What follows belongs to an exercise in optimizing a design on an open flow for small area, a short achievable clock period and few clock cycles; a production flow would make more cautious choices. Where RTL was checked, it was by simulation tests only, not by an equivalence proof against the original. No functional check of the RTL was part of run 3.

**design/flow/flow/abc_speed.script**
```
strash
&get -n
&st
&syn2
&synch2
&dch -f
&nf -R 1000
&put
topo
stime -c
buffer -c
upsize -c
dnsize -c
```
**design/flow/standard.sh**
```bash
#!/bin/bash
# synth_recipe.tcl (not shown) runs the flow's synth.tcl, then flattens the netlist and writes it again
# the make line also repeats each setting of config.mk as NAME=value (left out here)
make -C /OpenROAD-flow-scripts/flow DESIGN_CONFIG=/design/flow/config.mk WORK_HOME=/design/flow/orfs CLKGATE_MAP_FILE= SYNTH_SCRIPT=/design/flow/synth_recipe.tcl "${@:-finish}"
```
**design/flow/flow/run.sh**
```bash
#!/bin/bash
# Layout flow: the standard flow (standard.sh) with
#  - a longer ABC mapping script (flow/abc_speed.script) in synthesis; the
#    rest of synthesis, and so every register, is as standard,
#  - buf_2 cells as the port buffers,
#  - clock tree synthesis without dummy loads at the leaves,
#  - timing repair aiming for extra setup slack.
set -euo pipefail
rm -rf scripts_abc
cp -r "$FLOW_HOME/scripts" scripts_abc
cp flow/abc_speed.script scripts_abc/abc_speed.script
export SCRIPTS_DIR="$PWD/scripts_abc"
export BUFFER_PORTS_ARGS="-buffer_cell sky130_fd_sc_hd__buf_2"
export CTS_ARGS="-sink_clustering_enable -repair_clock_nets -buf_list sky130_fd_sc_hd__clkbuf_8 -sink_clustering_size 14 -sink_clustering_max_diameter 50 -dont_use_dummy_load"
export SETUP_SLACK_MARGIN=18.5
bash standard.sh > standard.log 2>&1
```
**design/flow/config.mk**
```make
export PLATFORM = sky130hd
export DESIGN_NAME = jel_fsel
export DESIGN_NICKNAME = jel_fsel
export VERILOG_FILES = /design/flow/design.v
export SDC_FILE = /design/flow/constraint.sdc
export NUM_CORES = 4
export LEC_CHECK = 0
export CAP_MARGIN = 20
export CORE_MARGIN = 2
export CORE_UTILIZATION = 65
export CTS_BUF_LIST = sky130_fd_sc_hd__clkbuf_8
export CTS_CLUSTER_DIAMETER = 50
export CTS_CLUSTER_SIZE = 14
export PLACE_DENSITY = 0.85
export SLEW_MARGIN = 20
```
**design/flow/design.v**
```verilog
module jel_fsel (
    input  wire        clk,
    input  wire        rst,           
    input  wire        qt_we,
    input  wire [5:0]  qt_addr,
    input  wire [15:0] qt_wdata,
    input  wire        cmd_valid,
    output wire        cmd_ready,
    input  wire        cmd_op,        
    input  wire [6:0]  cmd_arg,       
    input  wire [6:0]  cmd_pool,      
    input  wire [15:0] cmd_nlevels,   
    output reg         rsp_valid,
    output reg  [7:0]  rsp_code,      
    output reg  [6:0]  rsp_result,
    output reg  [6:0]  nfreqs,
    input  wire [5:0]  freq_addr,
    output reg  [5:0]  freq_data
);
    function [4:0] qcode8(input [7:0] q);
        case (q)
        8'd1: qcode8 = 5'd30;
        8'd2: qcode8 = 5'd29;
        8'd3: qcode8 = 5'd28;
        8'd4: qcode8 = 5'd27;
        8'd5: qcode8 = 5'd26;
        8'd6: qcode8 = 5'd25;
        8'd7: qcode8 = 5'd24;
        8'd8: qcode8 = 5'd23;
        8'd9: qcode8 = 5'd22;
        8'd10: qcode8 = 5'd21;
        8'd11: qcode8 = 5'd20;
        8'd12: qcode8 = 5'd19;
        8'd13: qcode8 = 5'd18;
        8'd14: qcode8 = 5'd17;
        8'd15: qcode8 = 5'd16;
        8'd16: qcode8 = 5'd15;
        8'd17: qcode8 = 5'd15;
        8'd18: qcode8 = 5'd14;
        8'd19: qcode8 = 5'd13;
        8'd20: qcode8 = 5'd12;
        8'd21: qcode8 = 5'd12;
        8'd22: qcode8 = 5'd11;
        8'd23: qcode8 = 5'd11;
        8'd24: qcode8 = 5'd10;
        8'd25: qcode8 = 5'd10;
        8'd26: qcode8 = 5'd9;
        8'd27: qcode8 = 5'd9;
        8'd28: qcode8 = 5'd9;
        8'd29: qcode8 = 5'd8;
        8'd30: qcode8 = 5'd8;
        8'd31: qcode8 = 5'd8;
        8'd32: qcode8 = 5'd7;
        8'd33: qcode8 = 5'd7;
        8'd34: qcode8 = 5'd7;
        8'd35: qcode8 = 5'd7;
        8'd36: qcode8 = 5'd7;
        8'd37: qcode8 = 5'd6;
        8'd38: qcode8 = 5'd6;
        8'd39: qcode8 = 5'd6;
        8'd40: qcode8 = 5'd6;
        8'd41: qcode8 = 5'd6;
        8'd42: qcode8 = 5'd6;
        8'd43: qcode8 = 5'd5;
        8'd44: qcode8 = 5'd5;
        8'd45: qcode8 = 5'd5;
        8'd46: qcode8 = 5'd5;
        8'd47: qcode8 = 5'd5;
        8'd48: qcode8 = 5'd5;
        8'd49: qcode8 = 5'd5;
        8'd50: qcode8 = 5'd5;
        8'd51: qcode8 = 5'd5;
        8'd52: qcode8 = 5'd4;
        8'd53: qcode8 = 5'd4;
        8'd54: qcode8 = 5'd4;
        8'd55: qcode8 = 5'd4;
        8'd56: qcode8 = 5'd4;
        8'd57: qcode8 = 5'd4;
        8'd58: qcode8 = 5'd4;
        8'd59: qcode8 = 5'd4;
        8'd60: qcode8 = 5'd4;
        8'd61: qcode8 = 5'd4;
        8'd62: qcode8 = 5'd4;
        8'd63: qcode8 = 5'd4;
        8'd64: qcode8 = 5'd3;
        8'd65: qcode8 = 5'd3;
        8'd66: qcode8 = 5'd3;
        8'd67: qcode8 = 5'd3;
        8'd68: qcode8 = 5'd3;
        8'd69: qcode8 = 5'd3;
        8'd70: qcode8 = 5'd3;
        8'd71: qcode8 = 5'd3;
        8'd72: qcode8 = 5'd3;
        8'd73: qcode8 = 5'd3;
        8'd74: qcode8 = 5'd3;
        8'd75: qcode8 = 5'd3;
        8'd76: qcode8 = 5'd3;
        8'd77: qcode8 = 5'd3;
        8'd78: qcode8 = 5'd3;
        8'd79: qcode8 = 5'd3;
        8'd80: qcode8 = 5'd3;
        8'd81: qcode8 = 5'd3;
        8'd82: qcode8 = 5'd3;
        8'd83: qcode8 = 5'd3;
        8'd84: qcode8 = 5'd3;
        8'd85: qcode8 = 5'd3;
        8'd86: qcode8 = 5'd2;
        8'd87: qcode8 = 5'd2;
        8'd88: qcode8 = 5'd2;
        8'd89: qcode8 = 5'd2;
        8'd90: qcode8 = 5'd2;
        8'd91: qcode8 = 5'd2;
        8'd92: qcode8 = 5'd2;
        8'd93: qcode8 = 5'd2;
        8'd94: qcode8 = 5'd2;
        8'd95: qcode8 = 5'd2;
        8'd96: qcode8 = 5'd2;
        8'd97: qcode8 = 5'd2;
        8'd98: qcode8 = 5'd2;
        8'd99: qcode8 = 5'd2;
        8'd100: qcode8 = 5'd2;
        8'd101: qcode8 = 5'd2;
        8'd102: qcode8 = 5'd2;
        8'd103: qcode8 = 5'd2;
        8'd104: qcode8 = 5'd2;
        8'd105: qcode8 = 5'd2;
        8'd106: qcode8 = 5'd2;
        8'd107: qcode8 = 5'd2;
        8'd108: qcode8 = 5'd2;
        8'd109: qcode8 = 5'd2;
        8'd110: qcode8 = 5'd2;
        8'd111: qcode8 = 5'd2;
        8'd112: qcode8 = 5'd2;
        8'd113: qcode8 = 5'd2;
        8'd114: qcode8 = 5'd2;
        8'd115: qcode8 = 5'd2;
        8'd116: qcode8 = 5'd2;
        8'd117: qcode8 = 5'd2;
        8'd118: qcode8 = 5'd2;
        8'd119: qcode8 = 5'd2;
        8'd120: qcode8 = 5'd2;
        8'd121: qcode8 = 5'd2;
        8'd122: qcode8 = 5'd2;
        8'd123: qcode8 = 5'd2;
        8'd124: qcode8 = 5'd2;
        8'd125: qcode8 = 5'd2;
        8'd126: qcode8 = 5'd2;
        8'd127: qcode8 = 5'd2;
        8'd128: qcode8 = 5'd1;
        8'd129: qcode8 = 5'd1;
        8'd130: qcode8 = 5'd1;
        8'd131: qcode8 = 5'd1;
        8'd132: qcode8 = 5'd1;
        8'd133: qcode8 = 5'd1;
        8'd134: qcode8 = 5'd1;
        8'd135: qcode8 = 5'd1;
        8'd136: qcode8 = 5'd1;
        8'd137: qcode8 = 5'd1;
        8'd138: qcode8 = 5'd1;
        8'd139: qcode8 = 5'd1;
        8'd140: qcode8 = 5'd1;
        8'd141: qcode8 = 5'd1;
        8'd142: qcode8 = 5'd1;
        8'd143: qcode8 = 5'd1;
        8'd144: qcode8 = 5'd1;
        8'd145: qcode8 = 5'd1;
        8'd146: qcode8 = 5'd1;
        8'd147: qcode8 = 5'd1;
        8'd148: qcode8 = 5'd1;
        8'd149: qcode8 = 5'd1;
        8'd150: qcode8 = 5'd1;
        8'd151: qcode8 = 5'd1;
        8'd152: qcode8 = 5'd1;
        8'd153: qcode8 = 5'd1;
        8'd154: qcode8 = 5'd1;
        8'd155: qcode8 = 5'd1;
        8'd156: qcode8 = 5'd1;
        8'd157: qcode8 = 5'd1;
        8'd158: qcode8 = 5'd1;
        8'd159: qcode8 = 5'd1;
        8'd160: qcode8 = 5'd1;
        8'd161: qcode8 = 5'd1;
        8'd162: qcode8 = 5'd1;
        8'd163: qcode8 = 5'd1;
        8'd164: qcode8 = 5'd1;
        8'd165: qcode8 = 5'd1;
        8'd166: qcode8 = 5'd1;
        8'd167: qcode8 = 5'd1;
        8'd168: qcode8 = 5'd1;
        8'd169: qcode8 = 5'd1;
        8'd170: qcode8 = 5'd1;
        8'd171: qcode8 = 5'd1;
        8'd172: qcode8 = 5'd1;
        8'd173: qcode8 = 5'd1;
        8'd174: qcode8 = 5'd1;
        8'd175: qcode8 = 5'd1;
        8'd176: qcode8 = 5'd1;
        8'd177: qcode8 = 5'd1;
        8'd178: qcode8 = 5'd1;
        8'd179: qcode8 = 5'd1;
        8'd180: qcode8 = 5'd1;
        8'd181: qcode8 = 5'd1;
        8'd182: qcode8 = 5'd1;
        8'd183: qcode8 = 5'd1;
        8'd184: qcode8 = 5'd1;
        8'd185: qcode8 = 5'd1;
        8'd186: qcode8 = 5'd1;
        8'd187: qcode8 = 5'd1;
        8'd188: qcode8 = 5'd1;
        8'd189: qcode8 = 5'd1;
        8'd190: qcode8 = 5'd1;
        8'd191: qcode8 = 5'd1;
        8'd192: qcode8 = 5'd1;
        8'd193: qcode8 = 5'd1;
        8'd194: qcode8 = 5'd1;
        8'd195: qcode8 = 5'd1;
        8'd196: qcode8 = 5'd1;
        8'd197: qcode8 = 5'd1;
        8'd198: qcode8 = 5'd1;
        8'd199: qcode8 = 5'd1;
        8'd200: qcode8 = 5'd1;
        8'd201: qcode8 = 5'd1;
        8'd202: qcode8 = 5'd1;
        8'd203: qcode8 = 5'd1;
        8'd204: qcode8 = 5'd1;
        8'd205: qcode8 = 5'd1;
        8'd206: qcode8 = 5'd1;
        8'd207: qcode8 = 5'd1;
        8'd208: qcode8 = 5'd1;
        8'd209: qcode8 = 5'd1;
        8'd210: qcode8 = 5'd1;
        8'd211: qcode8 = 5'd1;
        8'd212: qcode8 = 5'd1;
        8'd213: qcode8 = 5'd1;
        8'd214: qcode8 = 5'd1;
        8'd215: qcode8 = 5'd1;
        8'd216: qcode8 = 5'd1;
        8'd217: qcode8 = 5'd1;
        8'd218: qcode8 = 5'd1;
        8'd219: qcode8 = 5'd1;
        8'd220: qcode8 = 5'd1;
        8'd221: qcode8 = 5'd1;
        8'd222: qcode8 = 5'd1;
        8'd223: qcode8 = 5'd1;
        8'd224: qcode8 = 5'd1;
        8'd225: qcode8 = 5'd1;
        8'd226: qcode8 = 5'd1;
        8'd227: qcode8 = 5'd1;
        8'd228: qcode8 = 5'd1;
        8'd229: qcode8 = 5'd1;
        8'd230: qcode8 = 5'd1;
        8'd231: qcode8 = 5'd1;
        8'd232: qcode8 = 5'd1;
        8'd233: qcode8 = 5'd1;
        8'd234: qcode8 = 5'd1;
        8'd235: qcode8 = 5'd1;
        8'd236: qcode8 = 5'd1;
        8'd237: qcode8 = 5'd1;
        8'd238: qcode8 = 5'd1;
        8'd239: qcode8 = 5'd1;
        8'd240: qcode8 = 5'd1;
        8'd241: qcode8 = 5'd1;
        8'd242: qcode8 = 5'd1;
        8'd243: qcode8 = 5'd1;
        8'd244: qcode8 = 5'd1;
        8'd245: qcode8 = 5'd1;
        8'd246: qcode8 = 5'd1;
        8'd247: qcode8 = 5'd1;
        8'd248: qcode8 = 5'd1;
        8'd249: qcode8 = 5'd1;
        8'd250: qcode8 = 5'd1;
        8'd251: qcode8 = 5'd1;
        8'd252: qcode8 = 5'd1;
        8'd253: qcode8 = 5'd1;
        8'd254: qcode8 = 5'd1;
        8'd255: qcode8 = 5'd1;
        default: qcode8 = 5'd30;
        endcase
    endfunction
    function [4:0] ncode8(input [7:0] n);
        case (n)
        8'd0: ncode8 = 5'd0;
        8'd1: ncode8 = 5'd1;
        8'd2: ncode8 = 5'd2;
        8'd3: ncode8 = 5'd3;
        8'd4: ncode8 = 5'd4;
        8'd5: ncode8 = 5'd5;
        8'd6: ncode8 = 5'd6;
        8'd7: ncode8 = 5'd7;
        8'd8: ncode8 = 5'd8;
        8'd9: ncode8 = 5'd9;
        8'd10: ncode8 = 5'd10;
        8'd11: ncode8 = 5'd11;
        8'd12: ncode8 = 5'd12;
        8'd13: ncode8 = 5'd13;
        8'd14: ncode8 = 5'd14;
        8'd15: ncode8 = 5'd15;
        8'd16: ncode8 = 5'd16;
        8'd17: ncode8 = 5'd16;
        8'd18: ncode8 = 5'd17;
        8'd19: ncode8 = 5'd18;
        8'd20: ncode8 = 5'd19;
        8'd21: ncode8 = 5'd19;
        8'd22: ncode8 = 5'd20;
        8'd23: ncode8 = 5'd20;
        8'd24: ncode8 = 5'd21;
        8'd25: ncode8 = 5'd21;
        8'd26: ncode8 = 5'd22;
        8'd27: ncode8 = 5'd22;
        8'd28: ncode8 = 5'd22;
        8'd29: ncode8 = 5'd23;
        8'd30: ncode8 = 5'd23;
        8'd31: ncode8 = 5'd23;
        8'd32: ncode8 = 5'd24;
        8'd33: ncode8 = 5'd24;
        8'd34: ncode8 = 5'd24;
        8'd35: ncode8 = 5'd24;
        8'd36: ncode8 = 5'd24;
        8'd37: ncode8 = 5'd25;
        8'd38: ncode8 = 5'd25;
        8'd39: ncode8 = 5'd25;
        8'd40: ncode8 = 5'd25;
        8'd41: ncode8 = 5'd25;
        8'd42: ncode8 = 5'd25;
        8'd43: ncode8 = 5'd26;
        8'd44: ncode8 = 5'd26;
        8'd45: ncode8 = 5'd26;
        8'd46: ncode8 = 5'd26;
        8'd47: ncode8 = 5'd26;
        8'd48: ncode8 = 5'd26;
        8'd49: ncode8 = 5'd26;
        8'd50: ncode8 = 5'd26;
        8'd51: ncode8 = 5'd26;
        8'd52: ncode8 = 5'd27;
        8'd53: ncode8 = 5'd27;
        8'd54: ncode8 = 5'd27;
        8'd55: ncode8 = 5'd27;
        8'd56: ncode8 = 5'd27;
        8'd57: ncode8 = 5'd27;
        8'd58: ncode8 = 5'd27;
        8'd59: ncode8 = 5'd27;
        8'd60: ncode8 = 5'd27;
        8'd61: ncode8 = 5'd27;
        8'd62: ncode8 = 5'd27;
        8'd63: ncode8 = 5'd27;
        8'd64: ncode8 = 5'd28;
        8'd65: ncode8 = 5'd28;
        8'd66: ncode8 = 5'd28;
        8'd67: ncode8 = 5'd28;
        8'd68: ncode8 = 5'd28;
        8'd69: ncode8 = 5'd28;
        8'd70: ncode8 = 5'd28;
        8'd71: ncode8 = 5'd28;
        8'd72: ncode8 = 5'd28;
        8'd73: ncode8 = 5'd28;
        8'd74: ncode8 = 5'd28;
        8'd75: ncode8 = 5'd28;
        8'd76: ncode8 = 5'd28;
        8'd77: ncode8 = 5'd28;
        8'd78: ncode8 = 5'd28;
        8'd79: ncode8 = 5'd28;
        8'd80: ncode8 = 5'd28;
        8'd81: ncode8 = 5'd28;
        8'd82: ncode8 = 5'd28;
        8'd83: ncode8 = 5'd28;
        8'd84: ncode8 = 5'd28;
        8'd85: ncode8 = 5'd28;
        8'd86: ncode8 = 5'd29;
        8'd87: ncode8 = 5'd29;
        8'd88: ncode8 = 5'd29;
        8'd89: ncode8 = 5'd29;
        8'd90: ncode8 = 5'd29;
        8'd91: ncode8 = 5'd29;
        8'd92: ncode8 = 5'd29;
        8'd93: ncode8 = 5'd29;
        8'd94: ncode8 = 5'd29;
        8'd95: ncode8 = 5'd29;
        8'd96: ncode8 = 5'd29;
        8'd97: ncode8 = 5'd29;
        8'd98: ncode8 = 5'd29;
        8'd99: ncode8 = 5'd29;
        8'd100: ncode8 = 5'd29;
        8'd101: ncode8 = 5'd29;
        8'd102: ncode8 = 5'd29;
        8'd103: ncode8 = 5'd29;
        8'd104: ncode8 = 5'd29;
        8'd105: ncode8 = 5'd29;
        8'd106: ncode8 = 5'd29;
        8'd107: ncode8 = 5'd29;
        8'd108: ncode8 = 5'd29;
        8'd109: ncode8 = 5'd29;
        8'd110: ncode8 = 5'd29;
        8'd111: ncode8 = 5'd29;
        8'd112: ncode8 = 5'd29;
        8'd113: ncode8 = 5'd29;
        8'd114: ncode8 = 5'd29;
        8'd115: ncode8 = 5'd29;
        8'd116: ncode8 = 5'd29;
        8'd117: ncode8 = 5'd29;
        8'd118: ncode8 = 5'd29;
        8'd119: ncode8 = 5'd29;
        8'd120: ncode8 = 5'd29;
        8'd121: ncode8 = 5'd29;
        8'd122: ncode8 = 5'd29;
        8'd123: ncode8 = 5'd29;
        8'd124: ncode8 = 5'd29;
        8'd125: ncode8 = 5'd29;
        8'd126: ncode8 = 5'd29;
        8'd127: ncode8 = 5'd29;
        8'd128: ncode8 = 5'd30;
        8'd129: ncode8 = 5'd30;
        8'd130: ncode8 = 5'd30;
        8'd131: ncode8 = 5'd30;
        8'd132: ncode8 = 5'd30;
        8'd133: ncode8 = 5'd30;
        8'd134: ncode8 = 5'd30;
        8'd135: ncode8 = 5'd30;
        8'd136: ncode8 = 5'd30;
        8'd137: ncode8 = 5'd30;
        8'd138: ncode8 = 5'd30;
        8'd139: ncode8 = 5'd30;
        8'd140: ncode8 = 5'd30;
        8'd141: ncode8 = 5'd30;
        8'd142: ncode8 = 5'd30;
        8'd143: ncode8 = 5'd30;
        8'd144: ncode8 = 5'd30;
        8'd145: ncode8 = 5'd30;
        8'd146: ncode8 = 5'd30;
        8'd147: ncode8 = 5'd30;
        8'd148: ncode8 = 5'd30;
        8'd149: ncode8 = 5'd30;
        8'd150: ncode8 = 5'd30;
        8'd151: ncode8 = 5'd30;
        8'd152: ncode8 = 5'd30;
        8'd153: ncode8 = 5'd30;
        8'd154: ncode8 = 5'd30;
        8'd155: ncode8 = 5'd30;
        8'd156: ncode8 = 5'd30;
        8'd157: ncode8 = 5'd30;
        8'd158: ncode8 = 5'd30;
        8'd159: ncode8 = 5'd30;
        8'd160: ncode8 = 5'd30;
        8'd161: ncode8 = 5'd30;
        8'd162: ncode8 = 5'd30;
        8'd163: ncode8 = 5'd30;
        8'd164: ncode8 = 5'd30;
        8'd165: ncode8 = 5'd30;
        8'd166: ncode8 = 5'd30;
        8'd167: ncode8 = 5'd30;
        8'd168: ncode8 = 5'd30;
        8'd169: ncode8 = 5'd30;
        8'd170: ncode8 = 5'd30;
        8'd171: ncode8 = 5'd30;
        8'd172: ncode8 = 5'd30;
        8'd173: ncode8 = 5'd30;
        8'd174: ncode8 = 5'd30;
        8'd175: ncode8 = 5'd30;
        8'd176: ncode8 = 5'd30;
        8'd177: ncode8 = 5'd30;
        8'd178: ncode8 = 5'd30;
        8'd179: ncode8 = 5'd30;
        8'd180: ncode8 = 5'd30;
        8'd181: ncode8 = 5'd30;
        8'd182: ncode8 = 5'd30;
        8'd183: ncode8 = 5'd30;
        8'd184: ncode8 = 5'd30;
        8'd185: ncode8 = 5'd30;
        8'd186: ncode8 = 5'd30;
        8'd187: ncode8 = 5'd30;
        8'd188: ncode8 = 5'd30;
        8'd189: ncode8 = 5'd30;
        8'd190: ncode8 = 5'd30;
        8'd191: ncode8 = 5'd30;
        8'd192: ncode8 = 5'd30;
        8'd193: ncode8 = 5'd30;
        8'd194: ncode8 = 5'd30;
        8'd195: ncode8 = 5'd30;
        8'd196: ncode8 = 5'd30;
        8'd197: ncode8 = 5'd30;
        8'd198: ncode8 = 5'd30;
        8'd199: ncode8 = 5'd30;
        8'd200: ncode8 = 5'd30;
        8'd201: ncode8 = 5'd30;
        8'd202: ncode8 = 5'd30;
        8'd203: ncode8 = 5'd30;
        8'd204: ncode8 = 5'd30;
        8'd205: ncode8 = 5'd30;
        8'd206: ncode8 = 5'd30;
        8'd207: ncode8 = 5'd30;
        8'd208: ncode8 = 5'd30;
        8'd209: ncode8 = 5'd30;
        8'd210: ncode8 = 5'd30;
        8'd211: ncode8 = 5'd30;
        8'd212: ncode8 = 5'd30;
        8'd213: ncode8 = 5'd30;
        8'd214: ncode8 = 5'd30;
        8'd215: ncode8 = 5'd30;
        8'd216: ncode8 = 5'd30;
        8'd217: ncode8 = 5'd30;
        8'd218: ncode8 = 5'd30;
        8'd219: ncode8 = 5'd30;
        8'd220: ncode8 = 5'd30;
        8'd221: ncode8 = 5'd30;
        8'd222: ncode8 = 5'd30;
        8'd223: ncode8 = 5'd30;
        8'd224: ncode8 = 5'd30;
        8'd225: ncode8 = 5'd30;
        8'd226: ncode8 = 5'd30;
        8'd227: ncode8 = 5'd30;
        8'd228: ncode8 = 5'd30;
        8'd229: ncode8 = 5'd30;
        8'd230: ncode8 = 5'd30;
        8'd231: ncode8 = 5'd30;
        8'd232: ncode8 = 5'd30;
        8'd233: ncode8 = 5'd30;
        8'd234: ncode8 = 5'd30;
        8'd235: ncode8 = 5'd30;
        8'd236: ncode8 = 5'd30;
        8'd237: ncode8 = 5'd30;
        8'd238: ncode8 = 5'd30;
        8'd239: ncode8 = 5'd30;
        8'd240: ncode8 = 5'd30;
        8'd241: ncode8 = 5'd30;
        8'd242: ncode8 = 5'd30;
        8'd243: ncode8 = 5'd30;
        8'd244: ncode8 = 5'd30;
        8'd245: ncode8 = 5'd30;
        8'd246: ncode8 = 5'd30;
        8'd247: ncode8 = 5'd30;
        8'd248: ncode8 = 5'd30;
        8'd249: ncode8 = 5'd30;
        8'd250: ncode8 = 5'd30;
        8'd251: ncode8 = 5'd30;
        8'd252: ncode8 = 5'd30;
        8'd253: ncode8 = 5'd30;
        8'd254: ncode8 = 5'd30;
        8'd255: ncode8 = 5'd30;
        endcase
    endfunction
    function ge5(input [4:0] a, input [4:0] b);
        integer n;
        begin
            ge5 = 1'b1;
            for (n = 0; n < 5; n = n + 1)
                ge5 = (a[n] & ~b[n]) | ((a[n] | ~b[n]) & ge5);
        end
    endfunction
    function ge6(input [6:0] a, input [5:0] b);
        integer n;
        begin
            ge6 = 1'b1;
            for (n = 0; n < 6; n = n + 1)
                ge6 = (a[n] & ~b[n]) | ((a[n] | ~b[n]) & ge6);
            ge6 = ge6 | a[6];
        end
    endfunction
    reg  [4:0] code [0:63];
    wire       wr_nz = qt_we && (qt_wdata != 16'd0);
    wire [4:0] wcode = (qt_wdata[15:8] != 8'd0) ? 5'd0 : qcode8(qt_wdata[7:0]);
    wire [4:0] wdat = wcode | {5{rst}};
    integer i, b;
    always @(posedge clk) begin
        for (i = 0; i < 64; i = i + 1)
            if (rst || (wr_nz && qt_addr == i[5:0]))
                code[i] <= wdat;
    end
    reg [63:0] unwr;
    always @* begin
        for (i = 0; i < 64; i = i + 1)
            unwr[i] = &code[i];
    end
    wire loaded = ~|unwr;
    assign cmd_ready = 1'b1;
    wire acc = cmd_valid && !rst;
    wire [4:0] nthr = (cmd_nlevels[15:8] != 8'd0) ? 5'd31 : ncode8(cmd_nlevels[7:0]);
    wire q_epos  = (cmd_arg > 7'd63);
    wire s_epool = (cmd_pool > 7'd64);
    wire e_pos   = !cmd_op && q_epos;
    wire e_pool  = cmd_op && s_epool;
    wire e_unl   = !(cmd_op ? s_epool : q_epos) && !loaded;
    wire sel_ok  = cmd_op && !s_epool && loaded;
    reg [7:0] adec_hi, adec_lo;
    reg [4:0] qcode, qoct;
    always @* begin
        for (i = 0; i < 8; i = i + 1) begin
            adec_hi[i] = (cmd_arg[5:3] == i[2:0]);
            adec_lo[i] = (cmd_arg[2:0] == i[2:0]);
        end
        qcode = 5'd0;
        for (i = 0; i < 8; i = i + 1) begin
            qoct = 5'd0;
            for (b = 0; b < 8; b = b + 1)
                qoct = qoct | ({5{adec_lo[b]}} & code[8*i+b]);
            qcode = qcode | ({5{adec_hi[i]}} & qoct);
        end
    end
    reg        r_sel, r_qual, r_epos, r_epool, r_eunl;
    reg [4:0]  sthr;     
    reg [6:0]  pool;
    always @(posedge clk) begin
        rsp_valid <= acc;
        if (acc) begin
            r_sel   <= sel_ok;
            r_qual  <= !cmd_op && !q_epos && loaded && ge5(qcode, nthr);
            r_epos  <= e_pos;
            r_epool <= e_pool;
            r_eunl  <= e_unl;
        end
        if (acc && cmd_op && !s_epool)
            sthr <= nthr;
        if (rst || wr_nz)
            pool <= 7'd0;
        else if (acc && sel_ok)
            pool <= cmd_pool;
    end
    reg [63:0] mask;
    always @* begin
        for (i = 0; i < 64; i = i + 1)
            mask[i] = ge5(code[i], sthr);
    end
    function [3:0] cnt8(input [7:0] m);
        reg a0, a1, b0, b1, c0, c1, d0, d1, e0, e1, f0, f1;
        begin
            a0 = m[0] ^ m[1] ^ m[2];  a1 = (m[0] & m[1]) | (m[2] & (m[0] | m[1]));
            b0 = m[3] ^ m[4] ^ m[5];  b1 = (m[3] & m[4]) | (m[5] & (m[3] | m[4]));
            c0 = m[6] ^ m[7];         c1 = m[6] & m[7];
            d0 = a0 ^ b0 ^ c0;        d1 = (a0 & b0) | (c0 & (a0 | b0));
            e0 = a1 ^ b1 ^ c1;        e1 = (a1 & b1) | (c1 & (a1 | b1));
            f0 = e0 ^ d1;             f1 = e0 & d1;
            cnt8 = {e1 & f1, e1 ^ f1, f0, d0};
        end
    endfunction
    reg [3:0] g8 [0:7];
    reg [4:0] s76, s54, s32, s10;
    reg [5:0] o8 [0:7];
    reg [6:0] total;
    always @* begin
        for (i = 0; i < 8; i = i + 1)
            g8[i] = cnt8(mask[8*i +: 8]);
        s76 = g8[7] + g8[6];
        s54 = g8[5] + g8[4];
        s32 = g8[3] + g8[2];
        s10 = g8[1] + g8[0];
        o8[7] = 6'd0;
        o8[6] = g8[7];
        o8[5] = s76;
        o8[4] = s76 + g8[5];
        o8[3] = s76 + s54;
        o8[2] = o8[3] + g8[3];
        o8[1] = o8[3] + s32;
        o8[0] = o8[1] + g8[1];
        total = o8[3] + (s32 + s10);
    end
    wire [6:0] nsel = (total < pool) ? total : pool;
    always @* begin
        nfreqs     = nsel;
        rsp_code   = {3'b000, r_epos | r_epool | r_eunl, r_epos, r_eunl,
                      r_epool | r_eunl, r_epos | r_epool | r_eunl};
        rsp_result = r_sel ? nsel : {6'd0, r_qual};
    end
    reg [7:0] lt;        
    reg [7:0] osel;      
    reg [2:0] oidx;
    reg [7:0] om;
    reg [2:0] oo, lpos;
    reg [7:0] rk, kh, oh;
    reg [7:0] th [0:7];
    always @* begin
        for (i = 0; i < 8; i = i + 1)
            lt[i] = !ge6({1'b0, freq_addr}, o8[i]);
        for (i = 0; i < 8; i = i + 1)
            osel[i] = (i == 0 ? 1'b1 : lt[i-1]) & !lt[i];
        oidx = 3'd0;
        om   = 8'd0;
        oo   = 3'd0;
        for (i = 0; i < 8; i = i + 1) begin
            oidx = oidx | ({3{osel[i]}} & i[2:0]);
            om   = om   | ({8{osel[i]}} & mask[8*i +: 8]);
            oo   = oo   | ({3{osel[i]}} & o8[i][2:0]);
        end
        for (b = 0; b < 8; b = b + 1) begin
            kh[b] = (freq_addr[2:0] == b[2:0]);
            oh[b] = (oo == b[2:0]);
        end
        for (b = 0; b < 8; b = b + 1) begin
            rk[b] = 1'b0;
            for (i = 0; i < 8; i = i + 1)
                rk[b] = rk[b] | (kh[i] & oh[(i - b) & 7]);
        end
        th[7] = 8'd0;
        for (b = 6; b >= 0; b = b - 1)
            th[b] = th[b+1] | ({th[b+1][6:0], 1'b1} & {8{om[b+1]}});
        lpos = 3'd0;
        for (b = 0; b < 8; b = b + 1)
            if (om[b] && |(rk & {th[b][6:0], 1'b1} & ~th[b])) lpos = lpos | b[2:0];
        freq_data = {oidx, lpos};
    end
endmodule
```
**design/flow/constraint.sdc**
```tcl
create_clock -name core_clock -period 35.0 [get_ports {clk}]
set_input_delay 7.0000 -clock core_clock [delete_from_list [all_inputs] [get_ports {clk}]]
set_output_delay 7.0000 -clock core_clock [all_outputs]
set_load 0.01 [all_outputs]
```
==> impl_metrics.env, run 1 <==
export IMPL_ys_ff_latch=338
export IMPL_core_sq_mm=0.0334
export IMPL_htreeDepth=1
export IMPL_avgSynthCellArea_sq_um=10.9
export IMPL_synth_edff_count=330
export IMPL_synthSimpleGateAreaFrac=0.141
export IMPL_fin_crit_sh=0.508
export IMPL_clk_pin_slew_ns=0.08
export IMPL_critPathBufInv=3
export IMPL_grt_use_total=0.394
export IMPL_synth_compound_area_share=0.143
export IMPL_root_buffer="clkbuf_8"
export IMPL_clk_latency_ns=0.66
export IMPL_rsz0062_at_grt="true"
export IMPL_cts_sinks=338
export IMPL_maxCapViolCount=0
export IMPL_slew_viol_final=0
export IMPL_fmax_mhz=56.2
export IMPL_layout_min_cycle_time_ns=17.79
export IMPL_ant_nets=0
export IMPL_setup_viol=0
export IMPL_layout_common_cells="330 x edfxtp_1, 221 x nand2_1, 167 x maj3_1"
export IMPL_cts_tree="done"
export IMPL_slowest_stage="maj3_4"
export IMPL_io_buffers=88
export IMPL_drtIter0Drc=3332
export IMPL_tightest_slew_ns=1.13
export IMPL_max_stage_delay_ns=0.43
export IMPL_grt_pass1_vias=17400
export IMPL_drive_gt1_frac=0.178
export IMPL_cp_start_kind="primary input"
export IMPL_drtPass1Iterations=10
export IMPL_drc_errors=0
export IMPL_ios=93
export IMPL_netlist_instances=2004
export IMPL_cts_inserted_buffers=30
export IMPL_path_delay_family="adder cells"
export IMPL_clock_path_buffers=3
export IMPL_grt_overflow=0
export IMPL_synth_xor_area_frac=0.0121
export IMPL_synth_ff_type="edfxtp_1"
export IMPL_vias_per_cell=7.28
export IMPL_hpwl_um=47900
export IMPL_final_util=0.717
export IMPL_die_x_um=188
export IMPL_num_vias=18400
export IMPL_hold_viol=0
export IMPL_worstSetupPathType="primary input to output port"
export IMPL_required_ns=28.00
export IMPL_grt_max_degree=76
export IMPL_finalSetupTns_ns=0
export IMPL_hp_class="register to register"
export IMPL_synth_mux_area_frac=0.00434
export IMPL_status="no timing/DRC/antenna violations"
export IMPL_die_y_um=188
export IMPL_area_growth_pct=9.22
export IMPL_wl_per_cell_um=27.9
export IMPL_crit_path_end_kind="output port"
export IMPL_nets=2259
export IMPL_gp_congestion=0.996
export IMPL_worstPathArrival_ns=10.79
export IMPL_skew_ns=0.0987
export IMPL_routed_wl_um=70400
export IMPL_ys_seq_area_frac=0.460
export IMPL_mostFrequentLayoutCell="edfxtp_1"
export IMPL_synth_area_sq_mm=0.0219
export IMPL_worst_slack_ns=17.21
export IMPL_post_place_ws_ns=16.69
export IMPL_diodes=0
export IMPL_grt_pass1_wl_um=105000
export IMPL_synth_async_reset_ratio=0
export IMPL_synth_warning_count=5
export IMPL_synth_fa_ha_area_frac=0.199
export IMPL_row_count=67
export IMPL_crit_chain="buf_12, inv_8, a22o_1, o21ai_2, maj3_2, maj3_2, maj3_2, maj3_4, and2b_2, a22oi_2, nand4_1, nor2b_4, and2b_2, a21oi_4, and2b_2, a22o_1, o31ai_2, o2111ai_2, buf_2"
export IMPL_max_slew_margin=0.242
export IMPL_ys_types=82
export IMPL_antenna_found_initial=1
export IMPL_die_area_sq_mm=0.0352
export IMPL_path_max_fanout=7
export IMPL_synth_top_family_by_area="adder cells"
export IMPL_initial_utilization=0.656
flip-flops by register name (all words and copies together) (netlist names):
name / cells
code: 320
pool: 7
sthr: 5
r_epool: 1
r_epos: 1
r_eunl: 1
r_qual: 1
r_sel: 1
rsp_valid: 1
through the flow:
stage / cell area [sq um] / hold slack [ns] / std cells
floorplan: 22000 / 0.462 / 2006
global placement: 22700 / 0.487 / 2459
detailed placement: 22700 / 0.489 / 2460
CTS: 23600 / 0.501 / 2516
global route: 23900 / 0.525 / 2524
finish: 23900 / 0.500 / 2524
synthesized netlist by cell type (all sizes together), types with 36 or more instances:
cell	count	area [sq um]
a21oi	92	464
a221oi	41	378
a222oi	65	651
and3	36	225
clkbuf	74	278
edfxtp	330	9910
fa	51	1020
ha	67	838
inv	109	409
maj3	240	2490
nand2	227	855
nand2b	79	494
nand3	78	400
nor2	83	324
o21ai	63	327
tightest hold or removal path, cell delays in order, from the launching register on:
cell      delay [ns]
dfxtp_1         0.30
inv_1           0.08
a211oi_1        0.07
kinds of logic (layout without fill, tap and decap cells):
logic type | Yosys count | in the layout
AOI/OAI and AO/OA | 433 | 433
xor gates and xnor gates | 28 | 28
adders and majority gates | 358 | 359
buffers and inverters | 217 | 286
DFF | 338 | 338
muxes | 9 | 9
other | 2 | 4
and+or+nand+nor | 619 | 619
routing by layer:
metal,up-vias,part of all wire,global-route usage
met5,-,0.00075,0.0110
met4,2,0.079,0.214
li1,7725,-,-
met1,8646,0.34,0.501
met3,381,0.15,0.101
met2,1611,0.43,0.622
path summary, 6_finish.rpt:
path,from,endpoint,slack (ns),depth (start not counted)
worst min register to register,pool[6],pool[6],0.50,2
worst max-delay path,freq_addr[1],freq_data[1],17.21,19
worst min-delay path,pool[6],pool[6],0.50,2
worst max register to register,code[45][0],pool[4],31.69,11
layout make-up:
class	count	area, sq um
multi-input combinational	1452	11400
sequential	338	10100
fill	2380	9450
timing repair buffer	147	1030
tap	448	561
inverter	109	434
clock buffer	30	413
timing repair:
| action | 4_1_cts | 5_1_grt |
|---|---|---|
| pin swaps | 21 | 31 |
| resized for setup | 64 | 43 |
| setup buffers | 24 | 6 |
| hold buffers | 0 | 0 |
| cloned | 2 | 2 |
| endpoints found under the setup margin | 19 | 19 |
Testbench counts, summed over its fixed seeds: cycles 768.
==> inputs of run 2 (changes only) <==
--- a/design/flow/flow/run.sh
+++ b/design/flow/flow/run.sh
@@ -4,7 +4,8 @@
 #    rest of synthesis, and so every register, is as standard,
 #  - buf_2 cells as the port buffers,
 #  - clock tree synthesis without dummy loads at the leaves,
-#  - timing repair aiming for extra setup slack.
+#  - timing repair aiming for extra setup slack,
+#  - power recovery (downsizing gates off the critical paths).
 set -euo pipefail
 rm -rf scripts_abc
 cp -r "$FLOW_HOME/scripts" scripts_abc
@@ -13,4 +14,5 @@
 export BUFFER_PORTS_ARGS="-buffer_cell sky130_fd_sc_hd__buf_2"
 export CTS_ARGS="-sink_clustering_enable -repair_clock_nets -buf_list sky130_fd_sc_hd__clkbuf_8 -sink_clustering_size 14 -sink_clustering_max_diameter 50 -dont_use_dummy_load"
 export SETUP_SLACK_MARGIN=18.5
+export RECOVER_POWER=100
 bash standard.sh > standard.log 2>&1
--- a/design/flow/config.mk
+++ b/design/flow/config.mk
@@ -7,9 +7,8 @@
 export LEC_CHECK = 0
 export CAP_MARGIN = 20
 export CORE_MARGIN = 2
-export CORE_UTILIZATION = 65
+export CORE_UTILIZATION = 60
 export CTS_BUF_LIST = sky130_fd_sc_hd__clkbuf_8
 export CTS_CLUSTER_DIAMETER = 50
 export CTS_CLUSTER_SIZE = 14
-export PLACE_DENSITY = 0.85
 export SLEW_MARGIN = 20
==> run 2 against run 1 <==
Net effect: the layout now fails its checks (capacitance limit, slew limit); design area is 0.64% higher; first-iteration DRC count down 13%; register-to-register slack got worse by 0.12 ns; clock skew shrank 0.063 ns; fmax down 10%; largest cell class unchanged; highest routed layer unchanged.
==> impl_metrics.env, run 2 <==
export IMPL_synth_area_sq_mm=0.0219
export IMPL_finalSetupTns_ns=0
export IMPL_skew_ns=0.0354
export IMPL_drtPass1Iterations=10
export IMPL_initial_utilization=0.613
export IMPL_layout_min_cycle_time_ns=19.86
export IMPL_ios=93
export IMPL_clock_path_buffers=3
export IMPL_hold_viol=0
export IMPL_root_buffer="clkbuf_8"
export IMPL_slew_viol_final=518
export IMPL_final_util=0.673
export IMPL_fin_crit_sh=0.567
export IMPL_synth_top_area_share=0.453
export IMPL_netlist_instances=2004
export IMPL_ant_nets=0
export IMPL_synth_warning_count=5
export IMPL_synth_edff_count=330
export IMPL_routed_wl_um=74200
export IMPL_critPathBufInv=10
export IMPL_wl_per_cell_um=29.1
export IMPL_maxCapViolCount=12
export IMPL_drtIter0Drc=2896
export IMPL_ys_types=82
export IMPL_synth_largest_area_cell="edfxtp_1"
export IMPL_synth_ff_type="edfxtp_1"
export IMPL_worstPathArrival_ns=12.86
export IMPL_fillers=2787
export IMPL_largest_reg_flops=320
export IMPL_grt_pass1_wl_um=109000
export IMPL_slowest_stage="clkinvlp_2"
export IMPL_cts_tree="done"
export IMPL_grt_use_total=0.385
export IMPL_path_max_fanout=25
export IMPL_gp_congestion=0.986
export IMPL_hp_class="register to register"
export IMPL_fmax_mhz=50.4
export IMPL_synth_async_reset_ratio=0
export IMPL_die_x_um=195
export IMPL_max_slew_margin=-1.64
export IMPL_yosysMostFrequentCell="edfxtp_1"
export IMPL_ys_seq_area_frac=0.460
export IMPL_hpwl_um=50500
export IMPL_core_sq_mm=0.0357
export IMPL_nets=2277
export IMPL_path_delay_family="adder cells"
export IMPL_drive_gt1_frac=0.166
export IMPL_max_stage_delay_ns=1.22
export IMPL_mostFrequentLayoutCell="edfxtp_1"
export IMPL_avgSynthCellArea_sq_um=10.9
export IMPL_layout_common_cells="330 x edfxtp_1, 220 x nand2_1, 168 x maj3_1"
export IMPL_drc_errors=0
export IMPL_grt_max_degree=68
export IMPL_synth_common_cells="330 x edfxtp_1, 226 x nand2_1, 168 x maj3_1"
export IMPL_crit_path_end_kind="output port"
export IMPL_grt_pass1_vias=17200
export IMPL_cts_inserted_buffers=37
export IMPL_die_y_um=195
export IMPL_cts_sinks=338
export IMPL_top_register="code"
export IMPL_required_ns=28.00
export IMPL_check_faults="capacitance limit, slew limit"
export IMPL_synth_area_top_cells="edfxtp_1 45%, maj3_1 7.7%, fa_1 4.7%"
export IMPL_htreeDepth=2
export IMPL_ys_ff_latch=338
export IMPL_setup_viol=0
export IMPL_row_count=69
export IMPL_cp_start_kind="register"
export IMPL_status="finished with violations"
export IMPL_clk_latency_ns=0.56
export IMPL_grt_overflow=0
export IMPL_area_growth_pct=9.92
export IMPL_num_vias=18000
export IMPL_io_buffers=88
export IMPL_antenna_found_initial=1
export IMPL_rsz0062_at_grt="true"
export IMPL_diodes=0
export IMPL_worstSetupPathType="register to output port"
export IMPL_vias_per_cell=7.04
export IMPL_die_area_sq_mm=0.0380
export IMPL_clk_pin_slew_ns=0.08
export IMPL_tightest_slew_ns=3.96
## run 2: cell counts after synthesis
No cell type changed its count.
## run 2: worst register-to-register path, stage by stage, from the launching register on
cell,delay [ns]
edfxtp_1,0.42
and3_1,0.21
nand3_1,0.14
o21ai_0,0.20
nor2_1,0.14
o2111ai_1,0.11
or4_1,0.57
nor4_1,0.31
nand3_1,0.34
nor2_1,0.25
nand2_1,0.28
mux2i_1,0.27
nor2_1,0.05
## run 2: routing by layer
metal  vias up  part of all wire  track usage
met4         2             0.064        0.193
li1       7757                 -            -
met1      8670              0.36        0.505
met3       270              0.12       0.0808
met5         -           0.00018            0
met2      1285              0.45        0.612
## run 2: stage by stage
stage / instance area, sq um / std cells / setup WS [ns] / hold slack (ns)
after floorplan: 22000 / 2006 / 17.64 / 0.462
after global placement: 22700 / 2470 / 16.66 / 0.485
after detailed placement: 22700 / 2470 / 16.57 / 0.491
after CTS: 23800 / 2533 / 17.16 / 0.504
after global routing: 24100 / 2555 / 14.68 / 0.536
final: 24100 / 2555 / 15.14 / 0.506
## run 2: layout make-up
class,count,area (sq um),share of cell area
clock buffers,37,509,0.0212
inverters,109,430,0.0179
multi-input cells,1452,11400,0.472
flip-flops and latches,338,10100,0.418
well taps,461,577,0.0240
repair buffers,158,1120,0.0466
## run 2: worst paths after layout
| kind | cells past startpoint | to | slack [ns] | from |
|---|---|---|---|---|
| min | 2 | pool[1] | 0.51 | pool[1] |
| max reg2reg | 12 | pool[0] | 31.57 | code[24][0] |
| min reg2reg | 2 | pool[1] | 0.51 | pool[1] |
| max | 41 | freq_data[0] | 15.14 | sthr[1] |
## run 2: cell families (layout without fill, tap and decap cells)
| group | after synthesis | after routing | synth area share |
|---|---|---|---|
| AND/OR/NAND/NOR | 619 | 619 | 0.141 |
| XOR/XNOR | 28 | 28 | 0.0121 |
| flip-flops | 338 | 338 | 0.460 |
| adder cells (fa/ha/maj) | 358 | 359 | 0.199 |
| other | 2 | 4 | 0.000343 |
| multiplexers | 9 | 9 | 0.00434 |
| buffers and inverters | 217 | 304 | 0.0410 |
| AO/OA/AOI/OAI | 433 | 433 | 0.143 |
## run 2: timing repair
item | in CTS | in global routing
hold buffers | 0 | 0
resized for setup | 62 | 61
setup buffers | 22 | 21
gates cloned | 4 | 1
pin swaps | 19 | 31
endpoints found under the setup margin | 19 | 19
==> inputs of run 3 (changes only) <==
==> design/flow/design.v (replaced) <==
module jel_fsel (
    input  wire        clk,
    input  wire        rst,           
    input  wire        qt_we,
    input  wire [5:0]  qt_addr,
    input  wire [15:0] qt_wdata,
    input  wire        cmd_valid,
    output wire        cmd_ready,
    input  wire        cmd_op,        
    input  wire [6:0]  cmd_arg,       
    input  wire [6:0]  cmd_pool,      
    input  wire [15:0] cmd_nlevels,   
    output reg         rsp_valid,
    output reg  [7:0]  rsp_code,      
    output reg  [6:0]  rsp_result,
    output reg  [6:0]  nfreqs,
    input  wire [5:0]  freq_addr,
    output wire [5:0]  freq_data
);
    localparam OP_QUAL    = 1'b0;
    localparam OP_SELFREQ = 1'b1;
    localparam E_POOL      = 8'h13;
    localparam E_QT_UNLOAD = 8'h17;
    localparam E_QUAL_POS  = 8'h19;
    localparam S_IDLE = 2'd0;
    localparam S_QUAL = 2'd1;
    localparam S_SCAN = 2'd2;
    localparam S_DONE = 2'd3;
    reg [15:0] qt [0:63];
    reg [63:0] qt_written;
    reg [5:0]  freqs [0:63];
    reg [1:0]  state;
    reg [5:0]  pos;         
    reg [6:0]  count;       
    reg [6:0]  pool;
    reg [15:0] nlevels;
    wire qt_loaded = &qt_written;
    wire [15:0] qt_cur    = qt[pos];
    wire [15:0] levels    = 16'd255 / qt_cur;
    wire        admissible = (levels >= nlevels);
    assign cmd_ready = (state == S_IDLE) || (state == S_DONE);
    wire   accept    = cmd_valid && cmd_ready;
    assign freq_data = freqs[freq_addr];
    always @(posedge clk) begin
        if (qt_we && qt_wdata != 16'd0)
            qt[qt_addr] <= qt_wdata;
    end
    always @(posedge clk) begin
        if (rst)
            qt_written <= 64'd0;
        else if (qt_we && qt_wdata != 16'd0)
            qt_written[qt_addr] <= 1'b1;
    end
    always @(posedge clk) begin
        if (state == S_SCAN && count != pool && admissible)
            freqs[count[5:0]] <= pos;
    end
    always @(posedge clk) begin
        if (rst) begin
            state      <= S_IDLE;
            rsp_valid  <= 1'b0;
            rsp_code   <= 8'd0;
            rsp_result <= 7'd0;
            nfreqs     <= 7'd0;
            pos        <= 6'd0;
            count      <= 7'd0;
            pool       <= 7'd0;
            nlevels    <= 16'd0;
        end else begin
            rsp_valid <= 1'b0;
            if (qt_we && qt_wdata != 16'd0)
                nfreqs <= 7'd0;
            case (state)
            S_IDLE, S_DONE: begin
                state <= S_IDLE;
                if (accept) begin
                    nlevels <= cmd_nlevels;
                    pool    <= cmd_pool;
                    count   <= 7'd0;
                    if (cmd_op == OP_QUAL) begin
                        if (cmd_arg > 7'd63) begin
                            rsp_code   <= E_QUAL_POS;
                            rsp_result <= 7'd0;
                            rsp_valid  <= 1'b1;
                            state      <= S_DONE;
                        end else if (!qt_loaded) begin
                            rsp_code   <= E_QT_UNLOAD;
                            rsp_result <= 7'd0;
                            rsp_valid  <= 1'b1;
                            state      <= S_DONE;
                        end else begin
                            pos   <= cmd_arg[5:0];
                            state <= S_QUAL;
                        end
                    end else begin
                        if (cmd_pool > 7'd64) begin
                            rsp_code   <= E_POOL;
                            rsp_result <= 7'd0;
                            rsp_valid  <= 1'b1;
                            state      <= S_DONE;
                        end else if (!qt_loaded) begin
                            rsp_code   <= E_QT_UNLOAD;
                            rsp_result <= 7'd0;
                            rsp_valid  <= 1'b1;
                            state      <= S_DONE;
                        end else begin
                            pos   <= 6'd63;
                            state <= S_SCAN;
                        end
                    end
                end
            end
            S_QUAL: begin
                rsp_code   <= 8'd0;
                rsp_result <= {6'd0, admissible};
                rsp_valid  <= 1'b1;
                state      <= S_DONE;
            end
            S_SCAN: begin
                if (count == pool) begin
                    nfreqs     <= count;
                    rsp_code   <= 8'd0;
                    rsp_result <= count;
                    rsp_valid  <= 1'b1;
                    state      <= S_DONE;
                end else begin
                    if (admissible)
                        count <= count + 7'd1;
                    if (pos == 6'd0) begin
                        nfreqs     <= count + {6'd0, admissible};
                        rsp_code   <= 8'd0;
                        rsp_result <= count + {6'd0, admissible};
                        rsp_valid  <= 1'b1;
                        state      <= S_DONE;
                    end else begin
                        pos <= pos - 6'd1;
                    end
                end
            end
            default: state <= S_IDLE;
            endcase
        end
    end
endmodule
==> design/flow/run.sh (new file) <==
#!/bin/bash
# synth_recipe.tcl (not shown) runs the flow's synth.tcl, then flattens the netlist and writes it again
# the make line also repeats each setting of config.mk as NAME=value (left out here)
make -C /OpenROAD-flow-scripts/flow DESIGN_CONFIG=/design/flow/config.mk WORK_HOME=/design/flow/orfs CLKGATE_MAP_FILE= SYNTH_SCRIPT=/design/flow/synth_recipe.tcl finish
==> design/flow/config.mk (replaced) <==
export PLATFORM = sky130hd
export DESIGN_NAME = jel_fsel
export DESIGN_NICKNAME = jel_fsel
export VERILOG_FILES = /design/flow/design.v
export SDC_FILE = /design/flow/constraint.sdc
export NUM_CORES = 4
export LEC_CHECK = 0
export CAP_MARGIN = 20
export CORE_MARGIN = 2
export CORE_UTILIZATION = 40
export SLEW_MARGIN = 20
removed: design/flow/flow/run.sh
removed: design/flow/flow/abc_speed.script
removed: design/flow/standard.sh
==> run 3 against run 2 <==
Net effect: now clean on timing, DRC and antenna; highest routed layer is now met4; clock skew increased by 0.039 ns; critical endpoint is now freqs[26][5]; register-to-register slack got worse by 29 ns; synthesized cell count increased by 110%; area after synthesis increased to 3.1 times the previous value; utilization decreased by 21 points; global-route usage decreased by 17 points; routed wire length increased to 2.6 times the previous value.
==> impl_metrics.env, run 3 <==
export IMPL_max_stage_delay_ns=0.67
export IMPL_antenna_found_initial=6
export IMPL_ios=93
export IMPL_synth_common_cells="1,408 x edfxtp_1, 375 x mux4_2, 307 x nor2_1"
export IMPL_row_count=150
export IMPL_slowest_stage="dfxtp_4"
export IMPL_synth_area_sq_mm=0.0674
export IMPL_worstPathArrival_ns=33.10
export IMPL_worst_slack_ns=2.30
export IMPL_min_delay_start="nlevels[15]"
export IMPL_area_growth_pct=14.6
export IMPL_grt_overflow=0
export IMPL_ys_types=97
export IMPL_root_buffer="clkbuf_16"
export IMPL_clk_pin_slew_ns=0.06
export IMPL_avgSynthCellArea_sq_um=16.2
export IMPL_grt_use_total=0.215
export IMPL_synth_ff_type="edfxtp_1"
export IMPL_core_sq_mm=0.167
export IMPL_ys_seq_area_frac=0.667
export IMPL_fin_crit_sh=0.934
export IMPL_tightest_slew_ns=1.27
export IMPL_num_vias=39800
export IMPL_cp_start_kind="register"
export IMPL_gp_congestion=0.892
export IMPL_die_area_sq_mm=0.172
export IMPL_grt_pass1_wl_um=273000
export IMPL_finalSetupTns_ns=0
export IMPL_reg2reg_setup_slack_ns=2.30
export IMPL_drive_gt1_frac=0.215
export IMPL_synth_area_top_cells="edfxtp_1 63%, mux4_2 13%, dfxtp_1 3.9%"
export IMPL_drtIter0Drc=4369
export IMPL_wl_per_cell_um=28.0
export IMPL_synth_warning_count=1
export IMPL_path_max_fanout=32
export IMPL_stdcell_area_sq_mm=0.0772
export IMPL_vias_per_cell=5.89
export IMPL_grt_max_degree=94
export IMPL_layout_min_cycle_time_ns=32.70
export IMPL_ant_nets=0
export IMPL_placed_area_sq_mm=0.0713
export IMPL_synth_top_area_share=0.628
export IMPL_die_x_um=414
export IMPL_synth_edff_count=1408
export IMPL_holdPathEnd="nlevels[15]"
export IMPL_crit_path_end_kind="register"
export IMPL_mostFrequentLayoutCell="edfxtp_1"
export IMPL_hold_viol=0
export IMPL_worstSetupPathType="register to register"
export IMPL_io_buffers=92
export IMPL_maxCapViolCount=0
export IMPL_hp_class="register to register"
export IMPL_yosysMostFrequentCell="edfxtp_1"
export IMPL_holdWs_ns=0.458
export IMPL_max_slew_margin=0.129
export IMPL_synth_async_reset_ratio=0
export IMPL_post_place_ws_ns=0.284
export IMPL_grt_pass1_vias=38900
export IMPL_die_y_um=414
export IMPL_min_path_cells=2
export IMPL_top_register="qt"
export IMPL_netlist_instances=4163
export IMPL_slew_viol_final=0
export IMPL_clock_path_buffers=3
export IMPL_required_ns=35.39
export IMPL_cts_inserted_buffers=159
export IMPL_dp_cells=6403
export IMPL_instances_no_fill=6757
export IMPL_synth_largest_area_cell="edfxtp_1"
export IMPL_largest_reg_flops=1024
export IMPL_hpwl_um=119000
export IMPL_status="no timing/DRC/antenna violations"
export IMPL_htreeDepth=4
export IMPL_drc_errors=0
export IMPL_cts_sinks=1539
export IMPL_fmax_mhz=30.6
export IMPL_initial_utilization=0.403
export IMPL_routed_wl_um=189000
export IMPL_postCtsHoldBufs=0
export IMPL_drtPass1Iterations=5
export IMPL_clk_latency_ns=0.82
export IMPL_layout_common_cells="1,408 x edfxtp_1, 375 x mux4_2, 272 x nor2_1"
export IMPL_timing_rr_end="freqs[26][5]"
export IMPL_nets=4628
export IMPL_cts_tree="done"
export IMPL_crit_top_cell="a21oi_1"
export IMPL_reg2reg_depth=154
export IMPL_ys_ff_latch=1539
export IMPL_setup_viol=0
export IMPL_skew_ns=0.0744
run 3: changes by cell type in the layout (fill, tap and decap cells not counted), moves of 81 or more:
cell,change
ha_1,+81
a21oi_1,+100
buf_4,+139
dfxtp_1,+112
nor2_1,+198
edfxtp_1,+1078
mux4_2,+375
maj3_1,-168
clkbuf_16,+163
mux2i_1,+89
run 3: how the worst max path moves through the flow:
stage | slack, ns | startpoint | end | cells after the start
floorplan | 4.39 | register | nfreqs[4] | 169
global placement | 0.93 | register | freqs[26][2] | 154
detailed placement | 0.28 | register | freqs[14][4] | 156
CTS | 0.09 | register | freqs[14][1] | 156
global route | -0.1 | register | nfreqs[2] | 161
finish | 2.30 | register | freqs[26][5] | 154
run 3: critical path: cells and delay by family (launching register included):
kind | cells | cell delay [ns]
muxes | 7 | 2.99
AOI/OAI and AO/OA | 78 | 14.56
DFF | 1 | 0.67
buffers and inverters | 13 | 2.79
and+or+nand+nor | 41 | 6.71
adders and majority gates | 15 | 4.38
run 3: final cells by class:
cell class,instances,area [sq um]
fillers,14200,90000
flip-flops and latches,1539,44900
multi-input cells,2315,21400
clock buffers,220,4290
well taps,2204,2760
repair buffers,298,2640
clock inverters,72,763
inverters,105,408
diodes,3,7.51
repair inverters,1,5.00
run 3: cells by family after synthesis:
kind of cell,count (synthesis),share of synthesized area
buffers and inverters,309,0.0215
multiplexers,501,0.146
other,1,0.0000557
XOR/XNOR,69,0.00897
adder cells (fa/ha/maj),146,0.0271
AO/OA/AOI/OAI,637,0.0630
AND/OR/NAND/NOR,961,0.0670
flip-flops,1539,0.667
run 3: metal layers:
| metal | vias up | GRT usage | part of all wire |
|---|---|---|---|
| met5 | - | 0 | 0 |
| met3 | 294 | 0.0348 | 0.077 |
| li1 | 17200 | - | - |
| met2 | 1772 | 0.338 | 0.47 |
| met4 | 0 | 0.0770 | 0.036 |
| met1 | 20600 | 0.304 | 0.42 |
run 3: timing repair:
item / in CTS / in global routing
setup buffers: 0 / 52
setup endpoints to repair: 0 / 405
resized for setup: 0 / 66
run 3: per-stage QoR:
stage | util
5_1_grt | 0.462
6_report | 0.462
3_5_place_dp | 0.426
2_1_floorplan | -
4_1_cts | 0.457
3_3_place_gp | 0.426

[re-timing with driven ports]
The results above use ideal ports. As a check the final layouts listed here were re-extracted and re-timed, cells and wires unchanged. Step 1 assumes that a clkbuf_16 drives the clock port and a buf_2 every other input. Step 2 also shifts input and output timing later by t, the mid clock arrival at the registers, as if the neighbouring blocks saw the same clock. a / b / c = ideal / step 1 / step 2; a / b = the first two.
| run | shift t [ns] | setup slack, ns | latest minus earliest clock arrival (ns) | slew at the worst register clock pin (ns) |
|---|---|---|---|---|
| run 1 | 0.659 | 17.209 / 17.154 / 17.154 | 0.107 / 0.107 | 0.09 / 0.09 |
| run 2 | 0.601 | 15.141 / 15.089 / 15.690 | 0.054 / 0.054 | 0.09 / 0.09 |
| run 3 | 0.863 | 2.295 / 2.295 / 2.295 | 0.079 / 0.079 | 0.08 / 0.08 |
The setup slack of run 1, which loses most, moves by -0.055 ns with the drivers and by -0.055 ns with both steps.
